Source: an optimization exercise on an open RTL-to-GDS flow (aim: small area and few clock cycles). Production flows keep margins and buffers that such runs may drop.
In this exercise RTL edits were held to simulation tests only and were not proved equivalent to the original.
No driver is modelled on the clock port, so clocking that relies on it looks cheaper here than on a real chip.
Power is estimated from default activity; no workload was simulated.

==> flow/run.sh <==
#!/bin/bash
set -euo pipefail
work=$(pwd)
rm -rf "$work/scripts_area"
cp -r "$FLOW_HOME/scripts" "$work/scripts_area"
cp "$work/flow/abc_area.script" "$work/scripts_area/abc_area.script"
SCRIPTS_DIR="$work/scripts_area" ABC_AREA=1 bash standard.sh synth > synth_flow.log 2>&1
export BUFFER_PORTS_ARGS="-buffer_cell sky130_fd_sc_hd__buf_1"
export PRE_CTS_TCL="$work/flow/manual_cts.tcl"
export MANUAL_CTS_LEAVES=8
export MANUAL_CTS_ROOT=sky130_fd_sc_hd__clkbuf_8
export MANUAL_CTS_BUF=sky130_fd_sc_hd__clkbuf_8
export CTS_ARGS="-repair_clock_nets -dont_use_dummy_load"
bash standard.sh finish > standard_flow.log 2>&1
==> flow/abc_area.script <==
strash
&get -n
&deepsyn -T 120
&put
dch -f
amap
topo
dnsize -c
==> flow/manual_cts.tcl <==
# Build the clock tree by hand: the clock port drives NLEAF clkbuf cells
# directly, each feeding the flip-flops of one cluster (k-means on location).
set nleaf [expr {[info exists ::env(MANUAL_CTS_LEAVES)] ? $::env(MANUAL_CTS_LEAVES) : 4}]
set bufname [expr {[info exists ::env(MANUAL_CTS_BUF)] ? $::env(MANUAL_CTS_BUF) : "sky130_fd_sc_hd__clkbuf_8"}]
set block [ord::get_db_block]
set clknet [$block findNet clk]
set sinks {}
foreach it [$clknet getITerms] {
  set inst [$it getInst]
  set loc [$inst getLocation]
  lappend sinks [list $it [lindex $loc 0] [lindex $loc 1]]
}
set n [llength $sinks]
puts "manual_cts: $n sinks, $nleaf leaves of $bufname"
# initial centres: sinks sorted by x then split evenly (deterministic)
set sorted [lsort -real -index 1 $sinks]
set cx {}; set cy {}
for {set k 0} {$k < $nleaf} {incr k} {
  set s [lindex $sorted [expr {int(($k + 0.5) * $n / $nleaf)}]]
  lappend cx [lindex $s 1]; lappend cy [lindex $s 2]
}
if {$nleaf == 4} {
  # quadrants of the sink bounding box
  set xs {}; set ys {}
  foreach s $sinks { lappend xs [lindex $s 1]; lappend ys [lindex $s 2] }
  set x0 [tcl::mathfunc::min {*}$xs]; set x1 [tcl::mathfunc::max {*}$xs]
  set y0 [tcl::mathfunc::min {*}$ys]; set y1 [tcl::mathfunc::max {*}$ys]
  set cx [list [expr {$x0+($x1-$x0)/4}] [expr {$x0+3*($x1-$x0)/4}] [expr {$x0+($x1-$x0)/4}] [expr {$x0+3*($x1-$x0)/4}]]
  set cy [list [expr {$y0+($y1-$y0)/4}] [expr {$y0+($y1-$y0)/4}] [expr {$y0+3*($y1-$y0)/4}] [expr {$y0+3*($y1-$y0)/4}]]
}
set cap [expr {int(ceil(double($n) / $nleaf))}]
for {set iter 0} {$iter < 30} {incr iter} {
  # capacity-limited assignment: all (sink, centre) pairs by distance, greedily
  set pairs {}
  set i 0
  foreach s $sinks {
    for {set k 0} {$k < $nleaf} {incr k} {
      lappend pairs [list [expr {abs([lindex $s 1]-[lindex $cx $k]) + abs([lindex $s 2]-[lindex $cy $k])}] $i $k]
    }
    incr i
  }
  set pairs [lsort -real -index 0 $pairs]
  set assign [lrepeat $n -1]
  set sc [lrepeat $nleaf 0]
  foreach p $pairs {
    lassign $p d i k
    if {[lindex $assign $i] < 0 && [lindex $sc $k] < $cap} {
      lset assign $i $k
      lset sc $k [expr {[lindex $sc $k] + 1}]
    }
  }
  set sx [lrepeat $nleaf 0.0]; set sy [lrepeat $nleaf 0.0]
  foreach s $sinks a $assign {
    lset sx $a [expr {[lindex $sx $a] + [lindex $s 1]}]
    lset sy $a [expr {[lindex $sy $a] + [lindex $s 2]}]
  }
  for {set k 0} {$k < $nleaf} {incr k} {
    if {[lindex $sc $k] > 0} {
      lset cx $k [expr {[lindex $sx $k] / [lindex $sc $k]}]
      lset cy $k [expr {[lindex $sy $k] / [lindex $sc $k]}]
    }
  }
}
puts "manual_cts: cluster sizes $sc"
set master [[ord::get_db] findMaster $bufname]
set leafsrc $clknet
if {$nleaf > 4} {
  set rootname [expr {[info exists ::env(MANUAL_CTS_ROOT)] ? $::env(MANUAL_CTS_ROOT) : "sky130_fd_sc_hd__clkbuf_8"}]
  set rinst [odb::dbInst_create $block [[ord::get_db] findMaster $rootname] "clkbuf_root_clk"]
  set leafsrc [odb::dbNet_create $block "clknet_root_clk"]
  $leafsrc setSigType CLOCK
  [$rinst findITerm A] connect $clknet
  [$rinst findITerm X] connect $leafsrc
  set mx 0.0; set my 0.0
  for {set k 0} {$k < $nleaf} {incr k} { set mx [expr {$mx + [lindex $cx $k]}]; set my [expr {$my + [lindex $cy $k]}] }
  $rinst setLocation [expr {int($mx / $nleaf)}] [expr {int($my / $nleaf)}]
  $rinst setPlacementStatus PLACED
}
for {set k 0} {$k < $nleaf} {incr k} {
  set inst [odb::dbInst_create $block $master "clkbuf_leaf_${k}_clk"]
  set net [odb::dbNet_create $block "clknet_leaf_${k}_clk"]
  $net setSigType CLOCK
  [$inst findITerm A] connect $leafsrc
  [$inst findITerm X] connect $net
  $inst setLocation [expr {int([lindex $cx $k])}] [expr {int([lindex $cy $k])}]
  $inst setPlacementStatus PLACED
  foreach s $sinks a $assign {
    if {$a == $k} {
      set it [lindex $s 0]
      $it disconnect
      $it connect $net
    }
  }
}
$clknet setSigType CLOCK
set_cts_config -skip_nets [list clk]
set_propagated_clock [all_clocks]
==> standard.sh <==
#!/bin/bash
# synth_recipe.tcl (not shown) runs the flow's synth.tcl, then flattens the netlist and writes it again
# the make line also repeats each setting of config.mk as NAME=value (left out here)
make -C /OpenROAD-flow-scripts/flow DESIGN_CONFIG=/design/flow/config.mk WORK_HOME=/design/flow/orfs CLKGATE_MAP_FILE= SYNTH_SCRIPT=/design/flow/synth_recipe.tcl "${@:-finish}"
==> config.mk <==
export PLATFORM = sky130hd
export DESIGN_NAME = xsvf_core
export DESIGN_NICKNAME = xsvf_core
export VERILOG_FILES = /design/flow/design.v
export SDC_FILE = /design/flow/constraint.sdc
export NUM_CORES = 4
export LEC_CHECK = 0
export CAP_MARGIN = 20
export CORE_MARGIN = 2
export CORE_UTILIZATION = 70
export SLEW_MARGIN = 20
==> constraint.sdc <==
create_clock -name core_clock -period 10.0 [get_ports {clk}]
set_input_delay 2.0000 -clock core_clock [delete_from_list [all_inputs] [get_ports {clk}]]
set_output_delay 2.0000 -clock core_clock [all_outputs]
set_load 0.01 [all_outputs]
==> design.v <==
module xsvf_decoder (
    input  wire        clk,
    input  wire        rst,
    input  wire        start,
    input  wire        policy,       
    input  wire        in_valid,
    input  wire        in_end,
    input  wire [7:0]  in_byte,
    output wire        in_ready,
    output wire        out_valid,
    input  wire        out_ready,
    output reg  [2:0]  out_type,
    output reg  [7:0]  out_byte,
    output reg         out_last,
    output reg  [31:0] out_pos
);
    localparam [2:0] T_OPCODE   = 3'd0,
                     T_OPERAND  = 3'd1,
                     T_DIAG     = 3'd2,
                     T_DONE     = 3'd3,
                     T_FAIL_UNK = 3'd4,
                     T_FAIL_TRC = 3'd5;
    localparam [1:0] ST_NONE = 2'd0,    
                     ST_RUN  = 2'd1,    
                     ST_END  = 2'd2;    
    localparam [1:0] PH_IDLE = 2'd0,
                     PH_OPER = 2'd1,
                     PH_SIR  = 2'd2;
    localparam [2:0] LC_UNKNOWN = 3'd0,
                     LC_ZERO    = 3'd1,
                     LC_ONE     = 3'd2,
                     LC_FOUR    = 3'd3,
                     LC_REG     = 3'd4,
                     LC_REG2    = 3'd5,
                     LC_SIR     = 3'd6;
    reg [1:0]  status;
    reg        policy_q;
    reg [1:0]  phase;
    reg [13:0] nsdr;         
    reg [14:0] pos_lo;       
    reg [16:0] pos_hi;       
    reg        wrap;         
    reg [4:0]  cur_op;       
    reg [14:0] start_lo;     
    reg [14:0] nrem;         
    function [2:0] len_class(input [7:0] b);
        case (b)
            8'h00:                               len_class = LC_ZERO;
            8'h01, 8'h03, 8'h0C, 8'h0D, 8'h0E:   len_class = LC_REG;
            8'h02:                               len_class = LC_SIR;
            8'h04, 8'h08:                        len_class = LC_FOUR;
            8'h07, 8'h12:                        len_class = LC_ONE;
            8'h09, 8'h0A, 8'h0F, 8'h10, 8'h11:   len_class = LC_REG2;
            default:                             len_class = LC_UNKNOWN;
        endcase
    endfunction
    wire [2:0]  lc = len_class(in_byte);
    wire        sdr_zero = !nsdr[13];
    reg  [14:0] op_nlen;
    always @* begin
        case (lc)
            LC_FOUR: op_nlen = 15'h7FFC;
            LC_REG:  op_nlen = {1'b1, nsdr};
            LC_REG2: op_nlen = {nsdr, 1'b0};
            default: op_nlen = 15'h7FFF;    
        endcase
    end
    wire        no_operands = (lc == LC_ZERO) || (((lc == LC_REG) || (lc == LC_REG2)) && sdr_zero);
    wire [4:0]  sir_n = in_byte[7:3];
    assign out_valid = (status == ST_RUN) && in_valid;
    assign in_ready  = !start && ((status == ST_END) || ((status == ST_RUN) && out_ready));
    wire step = (status == ST_RUN) && in_valid && in_ready;
    wire adv  = step && !in_end;         
    wire trc  = (phase != PH_IDLE);      
    genvar i;
    wire [15:0] pc;
    assign pc[0] = adv;
    generate for (i = 0; i < 15; i = i + 1) begin : g_pos
        assign pc[i+1] = pc[i] & pos_lo[i];
    end endgenerate
    wire [14:0] pos_lo_nx = pos_lo ^ pc[14:0];
    wire [15:0] rc;
    assign rc[0] = 1'b1;
    generate for (i = 0; i < 15; i = i + 1) begin : g_rem
        assign rc[i+1] = rc[i] & nrem[i];
    end endgenerate
    wire [14:0] nrem_inc = nrem ^ rc[14:0];
    wire        rem_last = rc[15];
    wire [5:0] sc;
    assign sc[0] = 1'b1;
    generate for (i = 0; i < 5; i = i + 1) begin : g_sir
        assign sc[i+1] = sc[i] & !sir_n[i];
    end endgenerate
    wire [4:0] sir_nlen = ~sir_n ^ sc[4:0];
    wire [8:0] lcy;
    assign lcy[0] = 1'b1;
    generate for (i = 0; i < 8; i = i + 1) begin : g_lo
        assign lcy[i+1] = lcy[i] & !in_byte[i];
    end endgenerate
    wire [4:0] lo_n = ~in_byte[7:3] ^ lcy[7:3];
    wire [8:0] hcy;
    assign hcy[0] = lcy[8];
    generate for (i = 0; i < 8; i = i + 1) begin : g_hi
        assign hcy[i+1] = hcy[i] & nsdr[5+i];
    end endgenerate
    wire [13:0] nsdr_new = {!hcy[8], nsdr[12:5] ^ hcy[7:0], lo_n};
    wire        trc_out = in_end && trc;
    wire [17:0] hc;
    assign hc[0] = wrap && !trc_out;
    generate for (i = 0; i < 17; i = i + 1) begin : g_phi
        assign hc[i+1] = hc[i] & pos_hi[i];
    end endgenerate
    wire [16:0] out_hi = pos_hi ^ hc[16:0];
    always @* begin
        out_type = T_OPERAND;
        out_byte = in_byte;
        out_last = 1'b0;
        out_pos  = {out_hi, pos_lo};
        if (in_end) begin
            out_last = 1'b1;
            if (!trc) begin
                out_type = T_DONE;
                out_byte = 8'h00;
            end else begin
                out_type = T_FAIL_TRC;
                out_byte = {3'b000, cur_op};
                out_pos  = {out_hi, start_lo};
            end
        end else begin
            case (phase)
                PH_IDLE: begin
                    if (lc == LC_UNKNOWN) begin
                        out_type = policy_q ? T_DIAG : T_FAIL_UNK;
                        out_last = !policy_q;
                    end else begin
                        out_type = T_OPCODE;
                        out_last = no_operands;
                    end
                end
                PH_SIR: begin
                    out_type = T_OPERAND;
                    out_last = (sir_n == 5'd0);
                end
                default: begin
                    out_type = T_OPERAND;
                    out_last = rem_last;
                end
            endcase
        end
    end
    always @(posedge clk) begin
        if (rst) begin
            status <= ST_NONE;
        end else if (start) begin
            status <= ST_RUN;
        end else if (step && (in_end || ((phase == PH_IDLE) && (lc == LC_UNKNOWN) && !policy_q))) begin
            status <= ST_END;
        end
    end
    always @(posedge clk) begin
        pos_lo <= start ? 15'd0 : pos_lo_nx;
    end
    always @(posedge clk) begin
        if (start) begin
            policy_q <= policy;
            phase    <= PH_IDLE;
            nsdr     <= 14'd0;
            pos_hi   <= 17'd0;
            wrap     <= 1'b0;
        end else if (adv) begin
            wrap <= (trc && wrap) || pc[15];
            if (!trc)
                pos_hi <= out_hi;    
            case (phase)
                PH_IDLE: begin
                    cur_op   <= in_byte[4:0];
                    start_lo <= pos_lo;
                    if (lc == LC_SIR) begin
                        phase <= PH_SIR;
                    end else if ((lc != LC_UNKNOWN) && !no_operands) begin
                        phase  <= PH_OPER;
                        nrem   <= op_nlen;
                    end
                end
                PH_SIR: begin
                    if (sir_n == 5'd0) begin
                        phase <= PH_IDLE;
                    end else begin
                        phase  <= PH_OPER;
                        nrem   <= {10'h3FF, sir_nlen};
                    end
                end
                default: begin
                    nrem <= nrem_inc;
                    if (cur_op == 5'h08) begin
                        if (nrem[1:0] == 2'd0)
                            nsdr[12:5] <= ~in_byte;
                        if (nrem[1:0] == 2'd1)
                            nsdr <= nsdr_new;
                    end
                    if (rem_last)
                        phase <= PH_IDLE;
                end
            endcase
        end
    end
endmodule
module frame_builder (
    input  wire        clk,
    input  wire        rst,
    input  wire        req_valid,
    input  wire        req_kind,     
    input  wire [7:0]  req_tag,
    input  wire [15:0] req_len,
    output wire        req_ready,
    input  wire        pl_valid,
    input  wire [7:0]  pl_byte,
    output wire        pl_ready,
    output reg         out_valid,
    input  wire        out_ready,
    output reg  [7:0]  out_byte,
    output wire        out_last,
    output wire        out_err
);
    localparam [7:0] MARKER = 8'h58;
    localparam [3:0] S_IDLE = 4'd0,
                     S_MCMD = 4'd1,    
                     S_MRAW = 4'd2,    
                     S_LEN4 = 4'd3,    
                     S_TAG  = 4'd4,    
                     S_HI   = 4'd9,    
                     S_LO   = 4'd5,    
                     S_PAY  = 4'd6,
                     S_CSUM = 4'd7,
                     S_ERR  = 4'd8;
    reg [3:0]  state;
    reg [15:0] ncnt;     
    reg [7:0]  acc;      
    wire fin = (state == S_CSUM) || (state == S_ERR);
    assign req_ready = (state == S_IDLE) || (fin && out_ready);
    assign pl_ready  = (state == S_PAY) && out_ready;
    assign out_last  = fin;
    assign out_err   = (state == S_ERR);
    genvar i;
    wire [15:0] cnt = ~ncnt;
    wire [6:0] lc4;
    assign lc4[0] = 1'b1;
    generate for (i = 0; i < 6; i = i + 1) begin : g_len4
        assign lc4[i+1] = lc4[i] & cnt[2+i];
    end endgenerate
    wire [7:0] len4 = {cnt[7:2] ^ lc4[5:0], cnt[1:0]};
    always @* begin
        out_valid = 1'b1;
        out_byte  = acc;
        case (state)
            S_IDLE: out_valid = 1'b0;
            S_MCMD, S_MRAW: out_byte = MARKER;
            S_LEN4: out_byte = len4;
            S_TAG, S_HI: out_byte = cnt[15:8];
            S_LO:   out_byte = cnt[7:0];
            S_PAY: begin
                out_valid = pl_valid;
                out_byte  = pl_byte;
            end
            default: ;
        endcase
    end
    wire xfer   = out_valid && out_ready;
    wire accept = req_valid && req_ready;
    wire count  = xfer && ((state == S_LO) || (state == S_PAY));
    wire [16:0] cc;
    assign cc[0] = count;
    generate for (i = 0; i < 16; i = i + 1) begin : g_cnt
        assign cc[i+1] = cc[i] & ncnt[i];
    end endgenerate
    wire [15:0] ncnt_inc = ncnt ^ cc[15:0];
    wire        cnt_zero = cc[16];
    wire [8:0] ac;
    assign ac[0] = 1'b0;
    generate for (i = 0; i < 8; i = i + 1) begin : g_acc
        assign ac[i+1] = (acc[i] & out_byte[i]) | (ac[i] & (acc[i] ^ out_byte[i]));
    end endgenerate
    wire [7:0] acc_sum = acc ^ out_byte ^ ac[7:0];
    always @(posedge clk) begin
        if (rst) begin
            state <= S_IDLE;
        end else if (accept) begin
            if (!req_kind && (req_len[15:8] != 8'd0 || req_len[7:2] == 6'h3F))
                state <= S_ERR;
            else
                state <= req_kind ? S_MRAW : S_MCMD;
        end else if (xfer) begin
            case (state)
                S_MCMD: state <= S_LEN4;
                S_MRAW: state <= S_HI;
                S_LEN4: state <= S_TAG;
                S_TAG:  state <= S_LO;
                S_HI:   state <= S_LO;
                S_LO, S_PAY: state <= cnt_zero ? S_CSUM : S_PAY;
                default: state <= S_IDLE;    
            endcase
        end
    end
    always @(posedge clk) begin
        if (accept) begin
            acc <= 8'h00;
            ncnt <= ~{req_kind ? req_len[15:8] : req_tag, req_len[7:0]};
        end else begin
            if (xfer)
                acc <= acc_sum;
            if (xfer && (state == S_TAG))
                ncnt[15:8] <= 8'hFF;
            else
                ncnt <= ncnt_inc;
        end
    end
endmodule
module xsvf_core (
    input  wire        clk,
    input  wire        rst,
    input  wire        dec_start,
    input  wire        dec_policy,
    input  wire        dec_in_valid,
    input  wire        dec_in_end,
    input  wire [7:0]  dec_in_byte,
    output wire        dec_in_ready,
    output wire        dec_out_valid,
    input  wire        dec_out_ready,
    output wire [2:0]  dec_out_type,
    output wire [7:0]  dec_out_byte,
    output wire        dec_out_last,
    output wire [31:0] dec_out_pos,
    input  wire        fb_req_valid,
    input  wire        fb_req_kind,
    input  wire [7:0]  fb_req_tag,
    input  wire [15:0] fb_req_len,
    output wire        fb_req_ready,
    input  wire        fb_pl_valid,
    input  wire [7:0]  fb_pl_byte,
    output wire        fb_pl_ready,
    output wire        fb_out_valid,
    input  wire        fb_out_ready,
    output wire [7:0]  fb_out_byte,
    output wire        fb_out_last,
    output wire        fb_out_err
);
    xsvf_decoder u_dec (
        .clk       (clk),
        .rst       (rst),
        .start     (dec_start),
        .policy    (dec_policy),
        .in_valid  (dec_in_valid),
        .in_end    (dec_in_end),
        .in_byte   (dec_in_byte),
        .in_ready  (dec_in_ready),
        .out_valid (dec_out_valid),
        .out_ready (dec_out_ready),
        .out_type  (dec_out_type),
        .out_byte  (dec_out_byte),
        .out_last  (dec_out_last),
        .out_pos   (dec_out_pos)
    );
    frame_builder u_fb (
        .clk       (clk),
        .rst       (rst),
        .req_valid (fb_req_valid),
        .req_kind  (fb_req_kind),
        .req_tag   (fb_req_tag),
        .req_len   (fb_req_len),
        .req_ready (fb_req_ready),
        .pl_valid  (fb_pl_valid),
        .pl_byte   (fb_pl_byte),
        .pl_ready  (fb_pl_ready),
        .out_valid (fb_out_valid),
        .out_ready (fb_out_ready),
        .out_byte  (fb_out_byte),
        .out_last  (fb_out_last),
        .out_err   (fb_out_err)
    );
endmodule
==> impl_metrics.json, run 1 <==
{
  "status": "no timing/DRC/antenna violations",
  "grt.overflow.total": 0,
  "rows": 34,
  "grt.total_usage": 0.294,
  "drt-total-wl_microns": 14200,
  "rsz0062_at_grt": "false",
  "cts_resized": 0,
  "routedWlPerCell_microns": 16.8,
  "worstSetupPathType": "primary input to output port",
  "top_usage_layer": "met2",
  "holdCritPathClass": "flop to flop",
  "place_inst": 837,
  "rr_endpoint": "u_fb.ncnt[15]$_DFF_P_",
  "syn_nets": 760,
  "synth.top_cell.area_share": 0.231,
  "rrSetupSlack_ns": 4.33,
  "max_slew_margin": 0.339,
  "synthArstFlopShare": 0,
  "synth_top_cell_by_area": "dfxtp_1",
  "viasPerCell": 6.10,
  "antenna_found_initial": 0,
  "postSynthCellCount": 614,
  "ys_seq_area_frac": 0.447,
  "max_freq_mhz": 115,
  "detail-route-antenna-nets": 0,
  "leakagePower_nw": 2.72,
  "final_core_utilization": 0.798,
  "drcViolationCount": 0,
  "worst_hold_startpoint": "u_dec.pos_lo[6]$_SDFF_PP0_",
  "slew_viol_final": 0,
  "crit_top_cell": "ha_1",
  "synth-seq-cells": 115,
  "die_w_microns": 97.7,
  "finalCriticalPeriod_ns": 8.73,
  "synth.area.top_cells": "dfxtp_1 23%, edfxtp_1 22%, ha_1 18%",
  "dieHeight_microns": 97.7,
  "coreArea_sq_um": 8590,
  "end_kind": "output port",
  "cp_top_family": "adder cells",
  "first_global_vias": 4976,
  "grt_max_degree": 37,
  "crit_fanout": 21,
  "syn_to_final_growth_pct": 11.7,
  "finalWorstSetupSlack_ns": 1.27,
  "drtIter0Drc": 250,
  "cp.required_ns": 8.00,
  "instances_no_fill": 846,
  "synth_edf_count": 44,
  "post-place-ws_ns": 1.34,
  "worst_setup_path_start_kind": "primary input",
  "route.vias.total": 5164,
  "yosysMostFrequentCell": "ha_1",
  "ys.flop_type": "dfxtp_1",
  "min_path_cells": 0,
  "grtUsageMet2": 0.501,
  "drive_above_1_share": 0.0217,
  "worstHoldEndpoint": "u_dec.start_lo[6]$_DFFE_PP_",
  "nets": 886,
  "crit_buf_inv": 5,
  "io_buffer_count": 109,
  "postCtsSetupBuffers": 0,
  "path_clk_slew_ns": 0.09,
  "worst_pin_slew_ns": 0.989,
  "cap_violations": 0,
  "initial_core_util": 0.715,
  "finalPower_w": 0.00108,
  "crit_chain": "buf_1, clkinv_1, nor2_1, buf_4, nor2_1, ha_1, ha_1, ha_1, ha_1, ha_1, ha_1, ha_1, ha_1, ha_1, ha_1, ha_1, ha_1, ha_1, ha_1, ha_1, ha_1, a21oi_1, clkinv_1, buf_1",
  "die_area_sq_um": 9540,
  "hold_violations": 0,
  "dp_hpwl_microns": 10700,
  "grt_pass1_wl_microns": 23500,
  "ys_types": 34,
  "tns_ns": 0,
  "cpMaxStageDelayCell": "buf_1",
  "synth_common_cells": "89 x ha_1, 78 x clkinv_1, 71 x dfxtp_1, 70 x nor2_1, 46 x nand2_1",
  "fillCellCount": 593,
  "cp.arrival_ns": 6.73,
  "setup_viol": 0,
  "diodes": 0,
  "fin_crit_sh": 0.873,
  "yosysWarnings": 2,
  "r2r-start": "u_fb.state[1]$_SDFFE_PP0P_",
  "p_per_area_nw_per_um2": 157,
  "use_met1": 0.409,
  "use_met3": 0.0273,
  "cts_hold_buf": 0,
  "place.gp.congestion": 0.942,
  "synth_area_sq_um": 6140,
  "fin_skew_ns": 0.0164,
  "crit_path_max_incr_delay_ns": 0.38,
  "worstSkewPairLatency_ns": 0.39,
  "peakVddDrop_v": 0.000170,
  "io_pins": 110,
  "avgSynthCellArea_sq_um": 10.0,
  "r2r_cells": 26,
  "dr.pass1.iters": 5
}
-- kinds of logic (layout without fill, tap and decap cells) --
logic type | Yosys count | in the layout | share of synthesized area
and+or+nand+nor | 171 | 171 | 0.125
DFF | 115 | 115 | 0.447
adders and majority gates | 95 | 95 | 0.201
buffers and inverters | 78 | 202 | 0.0477
AOI/OAI and AO/OA | 155 | 155 | 0.180
-- registers in the layout, indices dropped and copies added (netlist names) --
name and cells:
u_dec.pos_hi 17, u_fb.ncnt 16, u_dec.nrem 15, u_dec.pos_lo 15, u_dec.start_lo 15, u_dec.nsdr 14
u_fb.acc 8, u_dec.cur_op 5, u_fb.state 4, u_dec.phase 2, u_dec.status 2, u_dec.policy_q 1
u_dec.wrap 1
-- worst max-delay path by stage --
stage | endpoint | depth (start not counted) | from
2_1_floorplan | dec_out_pos[31] | 21 | dec_in_end
6_report | dec_out_pos[31] | 24 | dec_in_end
4_1_cts | dec_out_pos[31] | 24 | dec_in_end
3_5_place_dp | dec_out_pos[31] | 24 | dec_in_end
5_1_grt | dec_out_pos[31] | 24 | dec_in_end
3_3_place_gp | dec_out_pos[31] | 24 | dec_in_end
-- layout make-up --
type                       instances  area, sq um  share of cell area
timing repair buffer             115          454              0.0662
sequential                       115         2740               0.400
buffer                             9          124              0.0181
multi-input combinational        421         3110               0.453
inverter                          78          293              0.0427
tap                              108          135              0.0197
-- power by group --
group          switching [W]  leakage, nW  total (W)  internal [W]
combinational       0.000182         1.71   0.000288      0.000106
clock               0.000141       0.0647   0.000222     0.0000813
sequential         0.0000333        0.944   0.000570      0.000537
total               0.000356         2.72    0.00108      0.000724
-- per-stage QoR --
stage	instance area (sq um)	hold WS (ns)
6_report	6860	0.475
3_5_place_dp	6730	0.453
2_1_floorplan	6140	0.435
5_1_grt	6860	0.491
4_1_cts	6860	0.478
3_3_place_gp	6730	0.450
-- per-layer routing --
layer  part of all wire  vias to the layer above  routed length, microns
met5                  0                        -                       0
met2               0.47                      207                    6640
met3              0.059                       34                     842
li1                   -                     2525                       -
met4              0.027                        0                     386
met1               0.45                     2398                    6320
-- placed cells by master, fill, tap and decap left out, types with 16 or more instances in the layout --
master    netlist  layout
a21oi_1        23      23
a32o_1         17      17
ha_1           89      89
o22a_1         16      16
nand2_1        46      46
nor2b_1        18      18
nor2_1         70      69
buf_1           0     109
o21ai_0        27      27
clkinv_1       78      78
edfxtp_1       44      44
dfxtp_1        71      71
o22ai_1        27      27
Testbench counts, summed over its fixed seeds: cycles 71,755.
==> run 2: changes to the inputs <==
--- a/design.v
+++ b/design.v
@@ -81,5 +81,5 @@
     wire [14:0] pos_lo_nx = pos_lo ^ pc[14:0];
     wire [15:0] rc;
-    assign rc[0] = 1'b1;
+    assign rc[0] = adv;
     generate for (i = 0; i < 15; i = i + 1) begin : g_rem
         assign rc[i+1] = rc[i] & nrem[i];
@@ -174,23 +174,16 @@
             case (phase)
                 PH_IDLE: begin
-                    cur_op   <= in_byte[4:0];
-                    start_lo <= pos_lo;
-                    if (lc == LC_SIR) begin
+                    if (lc == LC_SIR)
                         phase <= PH_SIR;
-                    end else if ((lc != LC_UNKNOWN) && !no_operands) begin
-                        phase  <= PH_OPER;
-                        nrem   <= op_nlen;
-                    end
+                    else if ((lc != LC_UNKNOWN) && !no_operands)
+                        phase <= PH_OPER;
                 end
                 PH_SIR: begin
-                    if (sir_n == 5'd0) begin
+                    if (sir_n == 5'd0)
                         phase <= PH_IDLE;
-                    end else begin
-                        phase  <= PH_OPER;
-                        nrem   <= {10'h3FF, sir_nlen};
-                    end
+                    else
+                        phase <= PH_OPER;
                 end
                 default: begin
-                    nrem <= nrem_inc;
                     if (cur_op == 5'h08) begin
                         if (nrem[1:0] == 2'd0)
@@ -205,4 +198,17 @@
         end
     end
+    always @(posedge clk) begin
+        case (phase)
+            PH_IDLE: nrem <= op_nlen;
+            PH_SIR:  nrem <= {10'h3FF, sir_nlen};
+            default: nrem <= nrem_inc;    
+        endcase
+    end
+    always @(posedge clk) begin
+        if (phase == PH_IDLE) begin
+            cur_op   <= in_byte[4:0];
+            start_lo <= pos_lo;
+        end
+    end
 endmodule
 module frame_builder (
==> impl_metrics.json, run 2 <==
{
  "crit_path_max_incr_delay_ns": 0.40,
  "dp_hpwl_microns": 10900,
  "die_w_microns": 95.8,
  "end_kind": "output port",
  "final_core_utilization": 0.806,
  "yosysWarnings": 2,
  "cts_hold_buf": 0,
  "drtIter0Drc": 334,
  "place_inst": 812,
  "cp.required_ns": 8.00,
  "setup_viol": 0,
  "synthArstFlopShare": 0,
  "crit_fanout": 11,
  "status": "no timing/DRC/antenna violations",
  "slew_viol_final": 0,
  "postCtsSetupBuffers": 0,
  "initial_core_util": 0.722,
  "postSynthCellCount": 596,
  "drive_above_1_share": 0.0182,
  "hold_violations": 0,
  "synth_top_cell_by_area": "dfxtp_1",
  "post-place-ws_ns": 1.35,
  "fillCellCount": 577,
  "syn_nets": 741,
  "rows": 33,
  "grt.overflow.total": 0,
  "route.vias.total": 5191,
  "ys_types": 38,
  "fin_skew_ns": 0.0217,
  "finalWorstSetupSlack_ns": 1.29,
  "io_pins": 110,
  "dieHeight_microns": 95.8,
  "nets": 863,
  "dr.pass1.iters": 5,
  "viasPerCell": 6.32,
  "max_slew_margin": 0.472,
  "fin_crit_sh": 0.871,
  "avgSynthCellArea_sq_um": 9.90,
  "rsz0062_at_grt": "false",
  "drcViolationCount": 0,
  "leakagePower_nw": 2.70,
  "place.gp.congestion": 0.948,
  "synth_area_sq_um": 5900,
  "peakVddDrop_v": 0.000121,
  "finalCriticalPeriod_ns": 8.71,
  "final_cell_mix": "109 x buf_1, 88 x ha_1, 86 x dfxtp_1",
  "io_buffer_count": 109,
  "instances_no_fill": 821,
  "cpMaxStageDelayCell": "buf_1",
  "ys_seq_area_frac": 0.439,
  "cp.arrival_ns": 6.71,
  "antenna_found_initial": 0,
  "largest_reg_flops": 17,
  "die_area_sq_um": 9180,
  "detail-route-antenna-nets": 0,
  "worst_setup_path_start_kind": "primary input",
  "syn_to_final_growth_pct": 11.7,
  "crit_top_cell": "ha_1",
  "first_global_vias": 4883,
  "synth.area.top_cells": "dfxtp_1 29%, ha_1 19%, edfxtp_1 15%",
  "synth.top_cell.area_share": 0.292,
  "p_per_area_nw_per_um2": 145,
  "worstSkewPairLatency_ns": 0.39,
  "holdCritPathClass": "flop to flop",
  "grt_max_degree": 25,
  "routedWlPerCell_microns": 17.6,
  "worst_pin_slew_ns": 0.788,
  "synth_common_cells": "88 x ha_1, 86 x dfxtp_1, 77 x nor2_1, 70 x clkinv_1, 39 x nand2_1",
  "drt-total-wl_microns": 14500,
  "ys.flop_type": "dfxtp_1",
  "path_clk_slew_ns": 0.10,
  "cts_resized": 0,
  "crit_chain": "buf_1, clkinv_1, nor2_1, nor2_1, ha_1, ha_1, ha_1, ha_1, ha_1, ha_1, ha_1, ha_1, ha_1, ha_1, ha_1, ha_1, ha_1, ha_1, ha_1, ha_1, a21oi_1, clkinv_1, buf_1",
  "cap_violations": 0,
  "regMostFlops": "u_dec.pos_hi",
  "top_regs": "u_dec.pos_hi (17), u_fb.ncnt (16)",
  "max_freq_mhz": 115,
  "tns_ns": 0,
  "synth-seq-cells": 115,
  "yosysMostFrequentCell": "ha_1",
  "final_common_cell": "buf_1",
  "synth_edf_count": 29,
  "grt.total_usage": 0.314,
  "grt_pass1_wl_microns": 23000,
  "coreArea_sq_um": 8180,
  "worstSetupPathType": "primary input to output port",
  "diodes": 0
}
==> run 2: cell types whose count changed in the layout (fill, tap and decap cells not counted), sizes merged, moves of 3 or more <==
| cell | delta |
|---|---|
| a221oi | +8 |
| a22oi | +4 |
| a311oi | -8 |
| a32o | +3 |
| and3 | -7 |
| buf | -4 |
| clkinv | -8 |
| dfxtp | +15 |
| edfxtp | -15 |
| nand2 | -7 |
| nor2 | +7 |
| o21a | +3 |
| o221ai | -4 |
==> run 2: layout make-up <==
cell class,count,area [sq um],share of cell area
multi-input combinational,411,3060,0.464
sequential,115,2590,0.393
timing repair buffer,111,424,0.0644
inverter,70,263,0.0399
tap,105,131,0.0199
buffer,9,124,0.0188
==> run 2: routing by layer <==
layer,global-route usage,up-vias,share of wire
li1,-,2445,-
met1,0.428,2418,0.42
met2,0.533,281,0.46
met3,0.0407,47,0.089
met4,0.0762,0,0.030
met5,0,-,0
==> run 2: report_power, final <==
part | internal (W) | switching [W] | total (W)
Sequential | 0.000513 | 0.0000266 | 0.000539
Clock | 0.0000813 | 0.000141 | 0.000222
Combinational | 0.0000677 | 0.000124 | 0.000192
Total | 0.000662 | 0.000291 | 0.000953
==> run 2: cells by family after synthesis <==
kind of cell               after synthesis  share of synthesized area
DFF                                    115                      0.439
adders and majority gates               94                      0.207
and+or+nand+nor                        157                      0.115
AOI/OAI and AO/OA                      160                      0.194
buffers and inverters                   70                     0.0445
==> run 2: path summary, 6_finish.rpt <==
path	to	cells past startpoint	from	slack (ns)
worst min register to register	u_dec.nrem[3]$_DFF_P_	2	u_dec.nsdr[3]$_SDFFE_PP0P_	0.46
worst max-delay path	dec_out_pos[31]	23	dec_in_end	1.29
worst min-delay path	u_dec.nrem[3]$_DFF_P_	2	u_dec.nsdr[3]$_SDFFE_PP0P_	0.46
worst max register to register	u_fb.acc[7]$_SDFFE_PP0N_	17	u_fb.state[0]$_SDFFE_PP0P_	4.46
==> run 2: through the flow <==
| stage | power, W | hold slack (ns) | instance area [sq um] |
|---|---|---|---|
| 2_1_floorplan | 0.000668 | 0.431 | 5900 |
| 3_3_place_gp | 0.000728 | 0.447 | 6460 |
| 3_5_place_dp | 0.000736 | 0.450 | 6460 |
| 4_1_cts | 0.000950 | 0.465 | 6580 |
| 5_1_grt | 0.000999 | 0.485 | 6590 |
| 6_report | 0.000953 | 0.460 | 6590 |
==> run 2: worst max-delay path: cells and delay by family <==
kind | cells | cell delay, ns
AOI/OAI and AO/OA | 1 | 0.24
buffers and inverters | 4 | 0.88
adders and majority gates | 16 | 3.20
and+or+nand+nor | 2 | 0.34
Testbench counts of run 2, summed over its fixed seeds: cycles 71,755.
==> run 3: changes to the inputs <==
--- a/flow/run.sh
+++ b/flow/run.sh
@@ -5,5 +5,5 @@
 cp -r "$FLOW_HOME/scripts" "$work/scripts_area"
 cp "$work/flow/abc_area.script" "$work/scripts_area/abc_area.script"
-SCRIPTS_DIR="$work/scripts_area" ABC_AREA=1 bash standard.sh synth > synth_flow.log 2>&1
+SCRIPTS_DIR="$work/scripts_area" ABC_AREA=1 ADDER_MAP_FILE= bash standard.sh synth > synth_flow.log 2>&1
 export BUFFER_PORTS_ARGS="-buffer_cell sky130_fd_sc_hd__buf_1"
 export PRE_CTS_TCL="$work/flow/manual_cts.tcl"
==> impl_metrics.json, run 3 <==
{
  "final_common_cell": "nor2_1",
  "cp.required_ns": 8.00,
  "fillCellCount": 547,
  "worst_pin_slew_ns": 0.873,
  "min_path_cells": 0,
  "postCtsSetupBuffers": 0,
  "synth_top_cell_by_area": "dfxtp_1",
  "fin_skew_ns": 0.0161,
  "route.vias.total": 6004,
  "cp.arrival_ns": 5.69,
  "grt_pass1_wl_microns": 24400,
  "dieHeight_microns": 94.1,
  "die_area_sq_um": 8860,
  "io_pins": 110,
  "worstSkewPairLatency_ns": 0.39,
  "synth.area.top_cells": "dfxtp_1 30%, edfxtp_1 15%, nor2_1 11%",
  "crit_fanout": 13,
  "setup_viol": 0,
  "avgSynthCellArea_sq_um": 7.71,
  "fin_crit_sh": 0.769,
  "p_per_area_nw_per_um2": 157,
  "p_int_w": 0.000681,
  "final_cell_mix": "164 x nor2_1, 109 x buf_1, 102 x clkinv_1",
  "synth_edf_count": 29,
  "grt_max_degree": 28,
  "place_inst": 953,
  "path_clk_slew_ns": 0.09,
  "cts_hold_buf": 0,
  "routedWlPerCell_microns": 15.7,
  "worstHoldEndpoint": "u_dec.start_lo[12]$_DFFE_PP_",
  "peakVddDrop_v": 0.000161,
  "leakagePower_nw": 2.23,
  "worstSetupPathType": "primary input to output port",
  "antenna_found_initial": 0,
  "die_w_microns": 94.1,
  "rrSetupSlack_ns": 4.18,
  "max_freq_mhz": 130,
  "syn_to_final_growth_pct": 12.3,
  "seqPwrFrac": 0.545,
  "grt.overflow.total": 0,
  "initial_core_util": 0.728,
  "dp_hpwl_microns": 11600,
  "first_global_vias": 5553,
  "sw_frac_of_total": 0.323,
  "drive_above_1_share": 0.0174,
  "end_kind": "output port",
  "power.share.clock": 0.219,
  "io_buffer_count": 109,
  "worst_hold_startpoint": "u_dec.pos_lo[12]$_SDFF_PP0_",
  "ys_seq_area_frac": 0.456,
  "grt.total_usage": 0.336,
  "synth-seq-cells": 115,
  "final-seq-area_sq_um": 2590,
  "yosysMostFrequentCell": "nor2_1",
  "dr.pass1.iters": 5,
  "r2r-start": "u_fb.state[2]$_SDFFE_PP0P_",
  "postSynthCellCount": 737,
  "final_core_utilization": 0.818,
  "finalCriticalPeriod_ns": 7.69,
  "worst_setup_path_start_kind": "primary input",
  "r2r_cells": 26,
  "instances_no_fill": 962,
  "power_switching_w": 0.000325,
  "syn_nets": 788,
  "synth_area_sq_um": 5690,
  "synth.top_cell.area_share": 0.303,
  "worstSetupStartpoint": "dec_in_end",
  "slew_viol_final": 0,
  "combPwrFrac": 0.236,
  "nets": 913,
  "cap_violations": 0,
  "viasPerCell": 6.24,
  "tns_ns": 0,
  "rsz0062_at_grt": "false",
  "largest_reg_flops": 17,
  "cts_resized": 0,
  "detail-route-antenna-nets": 0,
  "regMostFlops": "u_dec.pos_hi",
  "fin_hold_ws_ns": 0.447,
  "rows": 32,
  "ys_types": 38,
  "drt-total-wl_microns": 15100,
  "yosysWarnings": 2,
  "status": "no timing/DRC/antenna violations",
  "ys.flop_type": "dfxtp_1",
  "max_slew_margin": 0.403,
  "drcViolationCount": 0,
  "synth_common_cells": "165 x nor2_1, 102 x clkinv_1, 86 x dfxtp_1, 76 x nand2_1, 53 x o21ai_0",
  "synthArstFlopShare": 0,
  "rr_endpoint": "u_fb.acc[7]$_SDFFE_PP0N_",
  "diodes": 0,
  "top_regs": "u_dec.pos_hi (17), u_fb.ncnt (16)",
  "hold_violations": 0,
  "holdCritPathClass": "flop to flop",
  "drtIter0Drc": 461,
  "place.gp.congestion": 0.967,
  "multi_input_area_sq_um": 2710,
  "coreArea_sq_um": 7810
}
## run 3: changes by cell type after synthesis, moves of 13 or more
cell      before  now
ha_1          88    0
nor2_1        77  165
nand2_1       39   76
clkinv_1      70  102
a21oi_1       22   52
o21ai_0       29   53
nor2b_1       16    2
o22a_1        15    1
a32o_1        20    7
## run 3: how the worst max path moves through the flow
| stage | to | slack (ns) |
|---|---|---|
| 2_1_floorplan | dec_out_pos[31] | 2.95 |
| 3_3_place_gp | dec_out_pos[31] | 2.72 |
| 3_5_place_dp | dec_out_pos[31] | 2.34 |
| 4_1_cts | dec_out_pos[31] | 2.32 |
| 5_1_grt | dec_out_pos[31] | 1.72 |
| 6_report | dec_out_pos[31] | 2.31 |
## run 3: cell type report
class | instances | share of cell area
plain buffers | 9 | 0.0194
inverters | 102 | 0.0599
repair buffers | 114 | 0.0699
multi-input cells | 520 | 0.425
well taps | 102 | 0.0200
flip-flops and latches | 115 | 0.406
## run 3: cells by family after synthesis
family	share of synthesized area
compound gates	0.262
buf+inv	0.0673
flops	0.456
simple gates	0.215
## run 3: layer usage
metal | GRT usage | wire length [microns]
met1 | 0.424 | 5870
met2 | 0.605 | 7350
met3 | 0.0361 | 1410
met4 | 0.101 | 450
met5 | 0 | 0
## run 3: metrics by stage
stage | setup slack, ns | area, sq um | total power [W]
final | 2.31 | 6390 | 0.00101
after floorplan | 2.95 | 5690 | 0.000713
after detailed placement | 2.34 | 6260 | 0.000786
after global routing | 1.72 | 6390 | 0.00105
after global placement | 2.72 | 6260 | 0.000775
after CTS | 2.32 | 6390 | 0.00100
## run 3: critical path: stages
cell and delay, ns:
buf_1 0.25, clkinv_1 0.16, nor2_1 0.09, nor2_1 0.13, nand2_1 0.10, nor2_1 0.17
nand2_1 0.11, nor2_1 0.17, nand2_1 0.13, nor2_1 0.23, nand2_1 0.16, nor2_1 0.23
nand2_1 0.16, nor2_1 0.18, nand2_1 0.11, nor2_1 0.17, nand2_1 0.11, nor2_1 0.14
clkinv_1 0.12, nor2_1 0.21, nand2_1 0.13, a21oi_1 0.23, buf_1 0.18
## run 3: power by group through the flow
stage / clock (W) / sequential [W] / combinational [W]
2_1_floorplan: 0 / 0.000548 / 0.000165
3_3_place_gp: 0 / 0.000554 / 0.000220
6_report: 0.000221 / 0.000548 / 0.000237
5_1_grt: 0.000238 / 0.000553 / 0.000263
3_5_place_dp: 0 / 0.000556 / 0.000230
4_1_cts: 0.000222 / 0.000546 / 0.000232
==> run 4: changes to the inputs <==
--- a/flow/run.sh
+++ b/flow/run.sh
@@ -8,7 +8,6 @@
 export BUFFER_PORTS_ARGS="-buffer_cell sky130_fd_sc_hd__buf_1"
 export PRE_CTS_TCL="$work/flow/manual_cts.tcl"
-export MANUAL_CTS_LEAVES=8
-export MANUAL_CTS_ROOT=sky130_fd_sc_hd__clkbuf_8
-export MANUAL_CTS_BUF=sky130_fd_sc_hd__clkbuf_8
+export MANUAL_CTS_LEAVES=4
+export MANUAL_CTS_BUF=sky130_fd_sc_hd__clkbuf_16
 export CTS_ARGS="-repair_clock_nets -dont_use_dummy_load"
 bash standard.sh finish > standard_flow.log 2>&1
--- a/config.mk
+++ b/config.mk
@@ -8,4 +8,4 @@
 export CAP_MARGIN = 20
 export CORE_MARGIN = 2
-export CORE_UTILIZATION = 70
+export CORE_UTILIZATION = 80
 export SLEW_MARGIN = 20
==> impl_metrics.json, run 4 <==
{
  "status": "stopped before the end",
  "haltStage": "3_3_place_gp",
  "tool.error": "[ERROR GPL-0301] Utilization 103.484 % exceeds 100%.",
  "synth_simple_gate_area_share": 0.216,
  "ys.flop_type": "dfxtp_1",
  "io_buffer_count": 109,
  "avgSynthCellArea_sq_um": 7.75,
  "synth_edf_count": 29,
  "die_w_microns": 88.3,
  "yosysWarnings": 2,
  "synth.area.top_cells": "dfxtp_1 30%, edfxtp_1 15%, nor2_1 11%",
  "yosysMostFrequentCell": "nor2_1",
  "synth-seq-cells": 115,
  "synthAdderAreaFrac": 0,
  "synth.top_cell.area_share": 0.303,
  "synth_top_family_by_area": "compound AO/OA/AOI/OAI gates",
  "dieHeight_microns": 88.3,
  "synth_top_cell_by_area": "dfxtp_1",
  "rows": 30,
  "ys_seq_area_frac": 0.456,
  "ys_types": 36,
  "synth-xor-area-share": 0,
  "postSynthCellCount": 733,
  "initial_core_util": 0.832,
  "synthArstFlopShare": 0,
  "syn_nets": 784,
  "io_pins": 110,
  "synth_common_cells": "161 x nor2_1, 100 x clkinv_1, 86 x dfxtp_1, 70 x nand2_1, 58 x a21oi_1",
  "synthMuxAreaShare": 0,
  "synth_compound_area_frac": 0.262,
  "synth_area_sq_um": 5680
}
[run 4: cell types whose count changed after synthesis, sizes merged, moves of 3 or more]
cell / previous run / this run
a2111oi: 3 / 0
a21oi: 52 / 58
a22o: 7 / 1
nand2: 76 / 70
nand4: 3 / 0
nor2: 165 / 161
nor2b: 2 / 6
nor3: 12 / 17
o21a: 13 / 16
o21ai: 53 / 46
o22a: 1 / 8
[run 4: cells by family after synthesis]
group | after synthesis
simple gates | 294
compound gates | 224
flops | 115
buf+inv | 100

[re-timing with driven ports]
In the flow no input, the clock included, has a driving cell. The finished layouts below were timed again as built, in two steps.
Step 1 assumes that a clkbuf_16 drives the clock port and a buf_2 every other input.
Step 2, shift: input delay + t, output delay - t, t = (earliest + latest rising clock arrival at the registers) / 2. This alone moves slack from input paths to output paths.
a / b / c = ideal ports / drivers / drivers and shift; a / b = the first two.
| run | t, ns | setup slack, ns | worst hold slack (ns) | clock arrival spread, ns | cell pins on the clock port's net |
|---|---|---|---|---|---|
| run 1 | 0.417 | 1.268 / 1.241 / 1.241 | 0.475 / 0.475 / 0.475 | 0.017 / 0.017 | 1 |
| run 2 | 0.414 | 1.294 / 1.270 / 1.270 | 0.460 / 0.460 / 0.460 | 0.021 / 0.022 | 1 |
| run 3 | 0.409 | 2.306 / 2.280 / 2.280 | 0.447 / 0.447 / 0.447 | 0.020 / 0.021 | 1 |
After both steps every run listed still meets setup and hold. For run 1, which loses most, drivers alone change the setup slack by -0.027 ns; drivers and shift together by -0.027 ns.
